Source: an optimization exercise on an open RTL-to-GDS flow (aim: small area, a short achievable clock period and few clock cycles). Production flows keep margins and buffers that such runs may drop. At most, simulation tests tie the RTL to the original design; equivalence was not proved. Power is estimated from default activity; no workload was simulated.

==> inputs of v39 <==
==> flow/design.v <==
module sdes12_engine (
    input  wire        clk,
    input  wire        rst,
    input  wire        cmd_valid,
    input  wire [31:0] cmd,
    output wire        cmd_ready,
    output wire [31:0] status,
    output wire [11:0] result
);
    localparam [3:0] OP_NOP     = 4'h0;
    localparam [3:0] OP_KEYGEN  = 4'h1;
    localparam [3:0] OP_ENCRYPT = 4'h2;
    localparam [3:0] OP_DECRYPT = 4'h3;
    localparam [3:0] OP_WRKEY   = 4'h4;
    localparam [3:0] OP_RDKEY   = 4'h5;
    localparam [3:0] OP_EXPAND  = 4'h6;
    localparam [3:0] OP_SUBST   = 4'h7;
    localparam [3:0] OP_ROUNDF  = 4'h8;
    localparam [3:0] OP_ROUND   = 4'h9;
    localparam [3:0] OP_FPERM   = 4'hA;
    localparam [2:0] E_NONE         = 3'd0;
    localparam [2:0] E_ROUNDS_RANGE = 3'd1;
    localparam [2:0] E_KEY_INVALID  = 3'd2;
    localparam [2:0] E_INDEX_RANGE  = 3'd3;
    localparam [2:0] E_ILLEGAL_CMD  = 3'd4;
    function [7:0] expand;
        input [5:0] h;
        expand = {h[5], h[4], h[2], h[3], h[2], h[3], h[1], h[0]};
    endfunction
    function [11:0] swap;
        input [11:0] s;
        swap = {s[5:0], s[11:6]};
    endfunction
    function [7:0] key_sched;
        input [8:0] k;
        input integer i;
        integer b;
        begin
            for (b = 0; b < 8; b = b + 1)
                key_sched[b] = k[(b + 1 + 9 - i) % 9];
            if (i == 8)
                key_sched[6] = 1'b0;
        end
    endfunction
    function [1:0] blocks;
        input [3:0] n;
        blocks = (n == 4'd0) ? 2'd0 : (n <= 4'd3) ? 2'd1 : (n <= 4'd6) ? 2'd2 : 2'd3;
    endfunction
    reg        busy;
    reg        done;
    reg [2:0]  err;
    reg [8:0]  rkv;
    reg [71:0] rk;       
    reg [11:0] res;
    reg [3:0]  p_op;
    reg [3:0]  p_n;
    reg [2:0]  p_err;
    reg [1:0]  rem;      
    reg [2:0]  on;       
    reg [5:0]  ksel;     
    reg [11:0] st;       
    assign cmd_ready = ~busy & ~rst;
    wire accept = cmd_valid & ~busy & ~rst;
    wire [3:0]  c_op = cmd[31:28];
    wire [3:0]  c_n  = cmd[27:24];
    wire [11:0] c_d  = cmd[11:0];
    reg c_illegal;
    always @* begin
        c_illegal = (cmd[23:12] != 12'd0);
        case (c_op)
            OP_NOP:     if (c_n != 4'd0 || c_d != 12'd0)       c_illegal = 1'b1;
            OP_KEYGEN:  if (c_d[11:9] != 3'd0)                 c_illegal = 1'b1;
            OP_ENCRYPT: ;
            OP_DECRYPT: ;
            OP_WRKEY:   if (c_d[11:8] != 4'd0)                 c_illegal = 1'b1;
            OP_RDKEY:   if (c_d != 12'd0)                      c_illegal = 1'b1;
            OP_EXPAND:  if (c_n != 4'd0 || c_d[11:6] != 6'd0)  c_illegal = 1'b1;
            OP_SUBST:   if (c_n != 4'd0 || c_d[11:8] != 4'd0)  c_illegal = 1'b1;
            OP_ROUNDF:  if (c_d[11:6] != 6'd0)                 c_illegal = 1'b1;
            OP_ROUND:   ;
            OP_FPERM:   if (c_n != 4'd0)                       c_illegal = 1'b1;
            default:    c_illegal = 1'b1;
        endcase
    end
    wire [8:0] c_mask       = (9'd1 << c_n) - 9'd1;
    wire       c_keys_valid = ((rkv & c_mask) == c_mask);
    wire       c_key_valid  = rkv[c_n];
    reg [2:0] c_err;
    always @* begin
        c_err = E_NONE;
        if (c_illegal)
            c_err = E_ILLEGAL_CMD;
        else case (c_op)
            OP_KEYGEN:
                if (c_n > 4'd9) c_err = E_ROUNDS_RANGE;
            OP_ENCRYPT, OP_DECRYPT:
                if (c_n > 4'd9)         c_err = E_ROUNDS_RANGE;
                else if (!c_keys_valid) c_err = E_KEY_INVALID;
            OP_WRKEY:
                if (c_n > 4'd8) c_err = E_INDEX_RANGE;
            OP_RDKEY, OP_ROUNDF, OP_ROUND:
                if (c_n > 4'd8)        c_err = E_INDEX_RANGE;
                else if (!c_key_valid) c_err = E_KEY_INVALID;
            default: ;
        endcase
    end
    wire       c_round  = (c_op == OP_ROUND) || (c_op == OP_ROUNDF);
    wire       c_dec    = (c_op == OP_DECRYPT) && (c_n != 4'd0);
    wire       c_enc    = (c_op == OP_ENCRYPT) && (c_n != 4'd0);
    wire       c_pre    = (c_dec && (c_n == 4'd2 || c_n == 4'd5 || c_n == 4'd8)) ||
                          (c_round && c_kslot1);
    wire [1:0] c_first  = c_dec ? 2'd3 - blocks(c_n) : 2'd0;
    wire [1:0] c_rem    = (c_err == E_NONE && (c_enc || c_dec)) ? blocks(c_n) - 2'd1 : 2'd0;
    wire       c_keyop  = c_round || (c_op == OP_RDKEY);
    wire       c_kslot1 = (c_n == 4'd1 || c_n == 4'd4 || c_n == 4'd7);
    reg  [5:0] c_ksel;
    always @* begin
        if (c_keyop) begin
            case (c_n)
                4'd0, 4'd1: c_ksel = 6'b000001;
                4'd3, 4'd4: c_ksel = 6'b000010;
                4'd6, 4'd7: c_ksel = 6'b000100;
                4'd8:       c_ksel = 6'b001000;
                4'd5:       c_ksel = 6'b010000;
                default:    c_ksel = 6'b100000;
            endcase
        end else if (c_dec)
            c_ksel = {3'b001 << c_first, 3'b000};
        else if (c_enc)
            c_ksel = 6'b000001;
        else
            c_ksel = 6'b000000;
    end
    reg [2:0] c_mask3;
    always @* begin
        case (c_n)
            4'd1, 4'd4, 4'd7: c_mask3 = c_dec ? 3'b100 : 3'b001;
            4'd2, 4'd5, 4'd8: c_mask3 = c_dec ? 3'b110 : 3'b011;
            4'd3, 4'd6, 4'd9: c_mask3 = 3'b111;
            default:          c_mask3 = 3'b000;
        endcase
        if (c_round)
            c_mask3 = c_kslot1 ? 3'b010 : 3'b001;
        else if (c_op == OP_SUBST)
            c_mask3 = 3'b001;
        else if (!c_enc && !c_dec)
            c_mask3 = 3'b000;
    end
    wire [2:0] c_on = (c_enc && c_n > 4'd3) ? 3'b111 : c_mask3;
    wire p_enc    = (p_op == OP_ENCRYPT);
    wire p_kslot1 = (p_n == 4'd1 || p_n == 4'd4 || p_n == 4'd7);
    wire       p_subst  = (p_op == OP_SUBST);
    wire [7:0] subst_k  = st[7:0] ^ expand(st[5:0]);
    wire [7:0] k0 = ({8{p_subst}} & subst_k) |
                    ({8{ksel[0]}} & rk[0 +: 8]) | ({8{ksel[1]}} & rk[24 +: 8]) |
                    ({8{ksel[2]}} & rk[48 +: 8]) | ({8{ksel[3]}} & rk[64 +: 8]) |
                    ({8{ksel[4]}} & rk[40 +: 8]) | ({8{ksel[5]}} & rk[16 +: 8]);
    wire [7:0] k1 = ({8{ksel[0]}} & rk[8 +: 8]) | ({8{ksel[1]}} & rk[32 +: 8]) |
                    ({8{ksel[2]}} & rk[56 +: 8]) | ({8{ksel[3]}} & rk[56 +: 8]) |
                    ({8{ksel[4]}} & rk[32 +: 8]) | ({8{ksel[5]}} & rk[8 +: 8]);
    wire [7:0] k2 = ({8{ksel[0]}} & rk[16 +: 8]) | ({8{ksel[1]}} & rk[40 +: 8]) |
                    ({8{ksel[2]}} & rk[64 +: 8]) | ({8{ksel[3]}} & rk[48 +: 8]) |
                    ({8{ksel[4]}} & rk[24 +: 8]) | ({8{ksel[5]}} & rk[0 +: 8]);
    wire [5:0] sl = st[11:6];
    wire [5:0] sr = st[5:0];
    wire [5:0] f0, f1, f2;
    sdes12_kernel u_k0 (.e(k0),                .f(sr), .on(on[0]), .o(f0));
    sdes12_kernel u_k1 (.e(expand(sl) ^ k1),   .f(f0), .on(on[1]), .o(f1));
    sdes12_kernel u_k2 (.e(expand(sr) ^ k2),   .f(f1), .on(on[2]), .o(f2));
    wire [11:0] out = {sr ^ f1, sl ^ f0 ^ f2};
    wire [11:0] d = st;
    wire enc_swap = (p_n == 4'd0) || (p_n == 4'd2) || (p_n == 4'd5) || (p_n == 4'd8);
    reg [11:0] p_res;
    always @* begin
        case (p_op)
            OP_ENCRYPT: p_res = enc_swap ? out : swap(out);
            OP_DECRYPT: p_res = ksel[5] ? swap(out) : out;
            OP_RDKEY:   p_res = {4'd0, p_kslot1 ? k1 : k0};
            OP_EXPAND:  p_res = {4'd0, expand(d[5:0])};
            OP_SUBST:   p_res = {6'd0, f0};
            OP_ROUNDF:  p_res = {6'd0, p_kslot1 ? out[11:6] : out[5:0]};
            OP_ROUND:   p_res = p_kslot1 ? swap(out) : out;
            default:    p_res = out;    
        endcase
    end
    wire p_has_res = (p_op == OP_ENCRYPT) || (p_op == OP_DECRYPT) ||
                     (p_op == OP_RDKEY)   || (p_op == OP_EXPAND)  ||
                     (p_op == OP_SUBST)   || (p_op == OP_ROUNDF)  ||
                     (p_op == OP_ROUND)   || (p_op == OP_FPERM);
    wire finish = (rem == 2'd0);
    reg [2:0] enc_last_on;
    always @* begin
        case (p_n)
            4'd1, 4'd4, 4'd7: enc_last_on = 3'b001;
            4'd2, 4'd5, 4'd8: enc_last_on = 3'b011;
            default:          enc_last_on = 3'b111;
        endcase
    end
    wire commit = busy && finish && (p_err == E_NONE);
    always @(posedge clk) begin
        if (!busy) begin
            p_op   <= c_op;
            p_n    <= c_n;
            p_err  <= c_err;
            rem    <= c_rem;
            on     <= c_on;
            ksel   <= c_ksel;
            st     <= c_pre ? swap(c_d) : c_d;
        end else begin
            rem    <= rem - 2'd1;
            on     <= (p_enc && rem == 2'd1) ? enc_last_on : 3'b111;
            ksel   <= {ksel[4:3], 1'b0, ksel[1:0], 1'b0};
            st     <= out;
        end
    end
    always @(posedge clk) begin
        if (rst) begin
            busy <= 1'b0;
            done <= 1'b0;
            err  <= E_NONE;
            rkv  <= 9'd0;
            res  <= 12'd0;
        end else if (accept) begin
            busy <= 1'b1;
            done <= 1'b0;
            err  <= E_NONE;
        end else if (busy && finish) begin
            busy <= 1'b0;
            done <= 1'b1;
            err  <= p_err;
            if (p_op == OP_KEYGEN && p_err == E_ROUNDS_RANGE)
                rkv <= 9'd0;
            if (commit) begin
                if (p_op == OP_KEYGEN)
                    rkv <= (9'd1 << p_n) - 9'd1;
                if (p_op == OP_WRKEY)
                    rkv[p_n] <= 1'b1;
                if (p_has_res)
                    res <= p_res;
            end
        end
    end
    wire rk_kg = commit && (p_op == OP_KEYGEN);
    wire rk_wr = commit && (p_op == OP_WRKEY);
    genvar gi;
    generate
        for (gi = 0; gi < 9; gi = gi + 1) begin : g_rk
            wire       wr_i   = rk_wr && (p_n == gi);
            wire       hold_i = !rk_kg && !wr_i;
            wire [7:0] rk_nxt = ({8{rk_kg}}  & key_sched(d[8:0], gi)) |
                                ({8{wr_i}}   & d[7:0]) |
                                ({8{hold_i}} & rk[8 * gi +: 8]);
            always @(posedge clk)
                rk[8 * gi +: 8] <= rk_nxt;
        end
    endgenerate
    assign status = {7'd0, rkv, 11'd0, err, done, busy};
    assign result = res;
endmodule
module sdes12_kernel (
    input  wire [7:0] e,
    input  wire [5:0] f,
    input  wire       on,
    output wire [5:0] o
);
    function [2:0] s1;
        input [3:0] j;
        case (j)
            4'd0:  s1 = 3'd5;  4'd1:  s1 = 3'd2;  4'd2:  s1 = 3'd1;  4'd3:  s1 = 3'd6;
            4'd4:  s1 = 3'd3;  4'd5:  s1 = 3'd4;  4'd6:  s1 = 3'd7;  4'd7:  s1 = 3'd0;
            4'd8:  s1 = 3'd1;  4'd9:  s1 = 3'd4;  4'd10: s1 = 3'd6;  4'd11: s1 = 3'd2;
            4'd12: s1 = 3'd0;  4'd13: s1 = 3'd7;  4'd14: s1 = 3'd5;  default: s1 = 3'd3;
        endcase
    endfunction
    function [2:0] s2;
        input [3:0] j;
        case (j)
            4'd0:  s2 = 3'd4;  4'd1:  s2 = 3'd0;  4'd2:  s2 = 3'd6;  4'd3:  s2 = 3'd5;
            4'd4:  s2 = 3'd7;  4'd5:  s2 = 3'd1;  4'd6:  s2 = 3'd3;  4'd7:  s2 = 3'd2;
            4'd8:  s2 = 3'd5;  4'd9:  s2 = 3'd3;  4'd10: s2 = 3'd0;  4'd11: s2 = 3'd7;
            4'd12: s2 = 3'd6;  4'd13: s2 = 3'd2;  4'd14: s2 = 3'd1;  default: s2 = 3'd4;
        endcase
    endfunction
    wire [7:0] y = e ^ {f[5], f[4], f[2], f[3], f[2], f[3], f[1], f[0]};
    assign o = on ? {s1(y[7:4]), s2(y[3:0])} : 6'd0;
endmodule
==> flow/flow/run.sh <==
#!/bin/bash
set -euo pipefail
export BUFFER_PORTS_ARGS="-buffer_cell sky130_fd_sc_hd__buf_2"
bash standard.sh SETUP_SLACK_MARGIN=5.7 finish > flow_make.log 2>&1
==> flow/standard.sh <==
#!/bin/bash
# synth_recipe.tcl (not shown) runs the flow's synth.tcl, then flattens the netlist and writes it again
# the make line also repeats each setting of config.mk as NAME=value (left out here)
make -C /OpenROAD-flow-scripts/flow DESIGN_CONFIG=/design/flow/config.mk WORK_HOME=/design/flow/orfs CLKGATE_MAP_FILE= SYNTH_SCRIPT=/design/flow/synth_recipe.tcl "${@:-finish}"
==> flow/config.mk <==
export PLATFORM = sky130hd
export DESIGN_NAME = sdes12_engine
export DESIGN_NICKNAME = sdes12_engine
export VERILOG_FILES = /design/flow/design.v
export SDC_FILE = /design/flow/constraint.sdc
export NUM_CORES = 4
export LEC_CHECK = 0
export ABC_AREA = 1
export CAP_MARGIN = 20
export CORE_MARGIN = 2
export CORE_UTILIZATION = 60
export CTS_BUF_LIST = sky130_fd_sc_hd__clkbuf_8
export SLEW_MARGIN = 20
==> flow/constraint.sdc <==
create_clock -name core_clock -period 10.0 [get_ports {clk}]
set_input_delay 2.0000 -clock core_clock [delete_from_list [all_inputs] [get_ports {clk}]]
set_output_delay 2.0000 -clock core_clock [all_outputs]
set_load 0.01 [all_outputs]
==> v16 (differences from v39) <==
--- a/flow/design.v
+++ b/flow/design.v
@@ -28,4 +28,32 @@
         expand = {h[5], h[4], h[2], h[3], h[2], h[3], h[1], h[0]};
     endfunction
+    function [2:0] s1;
+        input [3:0] j;
+        case (j)
+            4'd0:  s1 = 3'd5;  4'd1:  s1 = 3'd2;  4'd2:  s1 = 3'd1;  4'd3:  s1 = 3'd6;
+            4'd4:  s1 = 3'd3;  4'd5:  s1 = 3'd4;  4'd6:  s1 = 3'd7;  4'd7:  s1 = 3'd0;
+            4'd8:  s1 = 3'd1;  4'd9:  s1 = 3'd4;  4'd10: s1 = 3'd6;  4'd11: s1 = 3'd2;
+            4'd12: s1 = 3'd0;  4'd13: s1 = 3'd7;  4'd14: s1 = 3'd5;  default: s1 = 3'd3;
+        endcase
+    endfunction
+    function [2:0] s2;
+        input [3:0] j;
+        case (j)
+            4'd0:  s2 = 3'd4;  4'd1:  s2 = 3'd0;  4'd2:  s2 = 3'd6;  4'd3:  s2 = 3'd5;
+            4'd4:  s2 = 3'd7;  4'd5:  s2 = 3'd1;  4'd6:  s2 = 3'd3;  4'd7:  s2 = 3'd2;
+            4'd8:  s2 = 3'd5;  4'd9:  s2 = 3'd3;  4'd10: s2 = 3'd0;  4'd11: s2 = 3'd7;
+            4'd12: s2 = 3'd6;  4'd13: s2 = 3'd2;  4'd14: s2 = 3'd1;  default: s2 = 3'd4;
+        endcase
+    endfunction
+    function [5:0] sbox;
+        input [7:0] y;
+        sbox = {s1(y[7:4]), s2(y[3:0])};
+    endfunction
+    function [11:0] stage;
+        input [11:0] s;
+        input [7:0]  k;
+        input        on;
+        stage = {s[5:0], s[11:6] ^ (on ? sbox(expand(s[5:0]) ^ k) : 6'd0)};
+    endfunction
     function [11:0] swap;
         input [11:0] s;
@@ -56,5 +84,8 @@
     reg [3:0]  p_n;
     reg [2:0]  p_err;
+    reg        p_dec;    
+    reg        p_kslot1;  
     reg [1:0]  rem;      
+    reg [2:0]  p_mask;   
     reg [2:0]  on;       
     reg [5:0]  ksel;     
@@ -142,16 +173,10 @@
         if (c_round)
             c_mask3 = c_kslot1 ? 3'b010 : 3'b001;
-        else if (c_op == OP_SUBST)
-            c_mask3 = 3'b001;
         else if (!c_enc && !c_dec)
             c_mask3 = 3'b000;
     end
     wire [2:0] c_on = (c_enc && c_n > 4'd3) ? 3'b111 : c_mask3;
-    wire p_enc    = (p_op == OP_ENCRYPT);
-    wire p_kslot1 = (p_n == 4'd1 || p_n == 4'd4 || p_n == 4'd7);
-    wire       p_subst  = (p_op == OP_SUBST);
-    wire [7:0] subst_k  = st[7:0] ^ expand(st[5:0]);
-    wire [7:0] k0 = ({8{p_subst}} & subst_k) |
-                    ({8{ksel[0]}} & rk[0 +: 8]) | ({8{ksel[1]}} & rk[24 +: 8]) |
+    wire p_enc   = (p_op == OP_ENCRYPT) && !p_dec;
+    wire [7:0] k0 = ({8{ksel[0]}} & rk[0 +: 8]) | ({8{ksel[1]}} & rk[24 +: 8]) |
                     ({8{ksel[2]}} & rk[48 +: 8]) | ({8{ksel[3]}} & rk[64 +: 8]) |
                     ({8{ksel[4]}} & rk[40 +: 8]) | ({8{ksel[5]}} & rk[16 +: 8]);
@@ -174,9 +199,9 @@
     always @* begin
         case (p_op)
-            OP_ENCRYPT: p_res = enc_swap ? out : swap(out);
-            OP_DECRYPT: p_res = ksel[5] ? swap(out) : out;
+            OP_ENCRYPT: p_res = (p_dec || !enc_swap) ? swap(out) : out;
+            OP_DECRYPT: p_res = (p_dec || !enc_swap) ? swap(out) : out;
             OP_RDKEY:   p_res = {4'd0, p_kslot1 ? k1 : k0};
             OP_EXPAND:  p_res = {4'd0, expand(d[5:0])};
-            OP_SUBST:   p_res = {6'd0, f0};
+            OP_SUBST:   p_res = {6'd0, sbox(d[7:0])};
             OP_ROUNDF:  p_res = {6'd0, p_kslot1 ? out[11:6] : out[5:0]};
             OP_ROUND:   p_res = p_kslot1 ? swap(out) : out;
@@ -189,12 +214,4 @@
                      (p_op == OP_ROUND)   || (p_op == OP_FPERM);
     wire finish = (rem == 2'd0);
-    reg [2:0] enc_last_on;
-    always @* begin
-        case (p_n)
-            4'd1, 4'd4, 4'd7: enc_last_on = 3'b001;
-            4'd2, 4'd5, 4'd8: enc_last_on = 3'b011;
-            default:          enc_last_on = 3'b111;
-        endcase
-    end
     wire commit = busy && finish && (p_err == E_NONE);
     always @(posedge clk) begin
@@ -203,5 +220,8 @@
             p_n    <= c_n;
             p_err  <= c_err;
+            p_dec  <= c_dec;
+            p_kslot1 <= c_kslot1;
             rem    <= c_rem;
+            p_mask <= c_mask3;
             on     <= c_on;
             ksel   <= c_ksel;
@@ -209,5 +229,5 @@
         end else begin
             rem    <= rem - 2'd1;
-            on     <= (p_enc && rem == 2'd1) ? enc_last_on : 3'b111;
+            on     <= (p_enc && rem == 2'd1) ? p_mask : 3'b111;
             ksel   <= {ksel[4:3], 1'b0, ksel[1:0], 1'b0};
             st     <= out;
@@ -241,16 +261,13 @@
         end
     end
-    wire rk_kg = commit && (p_op == OP_KEYGEN);
-    wire rk_wr = commit && (p_op == OP_WRKEY);
     genvar gi;
     generate
         for (gi = 0; gi < 9; gi = gi + 1) begin : g_rk
-            wire       wr_i   = rk_wr && (p_n == gi);
-            wire       hold_i = !rk_kg && !wr_i;
-            wire [7:0] rk_nxt = ({8{rk_kg}}  & key_sched(d[8:0], gi)) |
-                                ({8{wr_i}}   & d[7:0]) |
-                                ({8{hold_i}} & rk[8 * gi +: 8]);
-            always @(posedge clk)
-                rk[8 * gi +: 8] <= rk_nxt;
+            always @(posedge clk) begin
+                if (commit && p_op == OP_KEYGEN)
+                    rk[8 * gi +: 8] <= key_sched(d[8:0], gi);
+                else if (commit && p_op == OP_WRKEY && p_n == gi)
+                    rk[8 * gi +: 8] <= d[7:0];
+            end
         end
     endgenerate
==> flow/flow/run.sh (replaced) <==
#!/bin/bash
set -euo pipefail
export BUFFER_PORTS_ARGS="-buffer_cell sky130_fd_sc_hd__buf_2"
bash standard.sh SETUP_SLACK_MARGIN=5.5 finish > flow_make.log 2>&1
==> v34 (differences from v39) <==
--- a/flow/design.v
+++ b/flow/design.v
@@ -56,4 +56,6 @@
     reg [3:0]  p_n;
     reg [2:0]  p_err;
+    reg        p_dec;    
+    reg        p_kslot1;  
     reg [1:0]  rem;      
     reg [2:0]  on;       
@@ -148,6 +150,5 @@
     end
     wire [2:0] c_on = (c_enc && c_n > 4'd3) ? 3'b111 : c_mask3;
-    wire p_enc    = (p_op == OP_ENCRYPT);
-    wire p_kslot1 = (p_n == 4'd1 || p_n == 4'd4 || p_n == 4'd7);
+    wire p_enc   = (p_op == OP_ENCRYPT) && !p_dec;
     wire       p_subst  = (p_op == OP_SUBST);
     wire [7:0] subst_k  = st[7:0] ^ expand(st[5:0]);
@@ -174,6 +175,6 @@
     always @* begin
         case (p_op)
-            OP_ENCRYPT: p_res = enc_swap ? out : swap(out);
-            OP_DECRYPT: p_res = ksel[5] ? swap(out) : out;
+            OP_ENCRYPT: p_res = (p_dec || !enc_swap) ? swap(out) : out;
+            OP_DECRYPT: p_res = (p_dec || !enc_swap) ? swap(out) : out;
             OP_RDKEY:   p_res = {4'd0, p_kslot1 ? k1 : k0};
             OP_EXPAND:  p_res = {4'd0, expand(d[5:0])};
@@ -203,4 +204,6 @@
             p_n    <= c_n;
             p_err  <= c_err;
+            p_dec  <= c_dec;
+            p_kslot1 <= c_kslot1;
             rem    <= c_rem;
             on     <= c_on;
==> impl_metrics.xml <==
<?xml version="1.0" encoding="UTF-8"?>
<metrics>
  <group name="synthesis">
    <metric name="synthesis.instances" unit="">1393</metric>
  </group>
  <group name="power">
    <metric name="pwrdens" unit="mW/mm^2">161.7</metric>
    <metric name="powerClk" unit="mW">0.438</metric>
  </group>
  <group name="routing">
    <metric name="route.layer.met1.wl" unit="um">12200</metric>
    <metric name="detailedRoute.firstPassIterationCount" unit="">6</metric>
  </group>
  <group name="cells_and_area">
    <metric name="post_layout_nonfiller_instances" unit="">1641</metric>
  </group>
  <group name="outcome">
    <metric name="run_status" unit="">timing/DRC/antenna clean</metric>
  </group>
  <group name="floorplan">
    <metric name="fp-row-count" unit="">45</metric>
  </group>
</metrics>
# the run above: v39

==> impl_metrics.xml <==
<?xml version="1.0" encoding="UTF-8"?>
<metrics>
  <group name="outcome">
    <metric name="run_status" unit="">timing/DRC/antenna clean</metric>
  </group>
  <group name="routing">
    <metric name="detailedRoute.firstPassIterationCount" unit="">5</metric>
    <metric name="route.layer.met1.wl" unit="um">12930</metric>
  </group>
  <group name="power">
    <metric name="pwrdens" unit="mW/mm^2">178.3</metric>
  </group>
</metrics>
# the run above: v16

==> impl_metrics.xml <==
<?xml version="1.0" encoding="UTF-8"?>
<metrics>
  <group name="outcome">
    <metric name="run_status" unit="">timing/DRC/antenna clean</metric>
  </group>
  <group name="power">
    <metric name="pwrdens" unit="mW/mm^2">164.4</metric>
    <metric name="powerClk" unit="mW">0.472</metric>
  </group>
  <group name="synthesis">
    <metric name="synthesis.instances" unit="">1492</metric>
  </group>
  <group name="routing">
    <metric name="route.layer.met1.wl" unit="um">13710</metric>
    <metric name="detailedRoute.firstPassIterationCount" unit="">6</metric>
  </group>
  <group name="cells_and_area">
    <metric name="post_layout_nonfiller_instances" unit="">1783</metric>
  </group>
  <group name="critical_path">
    <metric name="critPathLaunchType" unit="">primary input</metric>
  </group>
  <group name="floorplan">
    <metric name="fp-row-count" unit="">46</metric>
  </group>
</metrics>
# the run above: v34

Testbench counts of v39, summed over its fixed seeds: cycles 11,757.
Testbench counts of v34, summed over its fixed seeds: cycles 11,757.
Function not checked in v16: the RTL went through the layout flow alone.

==> static timing again, ports no longer ideal <==
No port has a modelled driver above. Below, the same layouts with a new extraction and two added sets of constraints.
Step 1 (the two cells are an assumption about what drives the block):
set clk [get_ports {clk}]
set_driving_cell -lib_cell sky130_fd_sc_hd__clkbuf_16 $clk
set_driving_cell -lib_cell sky130_fd_sc_hd__buf_2 [delete_from_list [all_inputs] $clk]
Step 2 also shifts input and output timing later by t, the mid clock arrival at the registers, as if the neighbouring blocks saw the same clock.
Three values: no drivers, after step 1, after step 2; two values: the first two.
| run | t, ns | slack for setup (ns) | hold slack, ns |
|---|---|---|---|
| v39 | 0.487 | 5.710 / 5.644 / 5.569 | 0.468 / 0.468 / 0.468 |
| v16 | 0.491 | 5.538 / 5.513 / 5.340 | 0.464 / 0.464 / 0.464 |
| v34 | 0.500 | 5.706 / 5.593 / 5.517 | 0.463 / 0.463 / 0.463 |
After both steps setup and hold are still met in every run listed. For v16, which loses most, drivers alone change the setup slack by -0.025 ns; drivers and shift together by -0.198 ns.
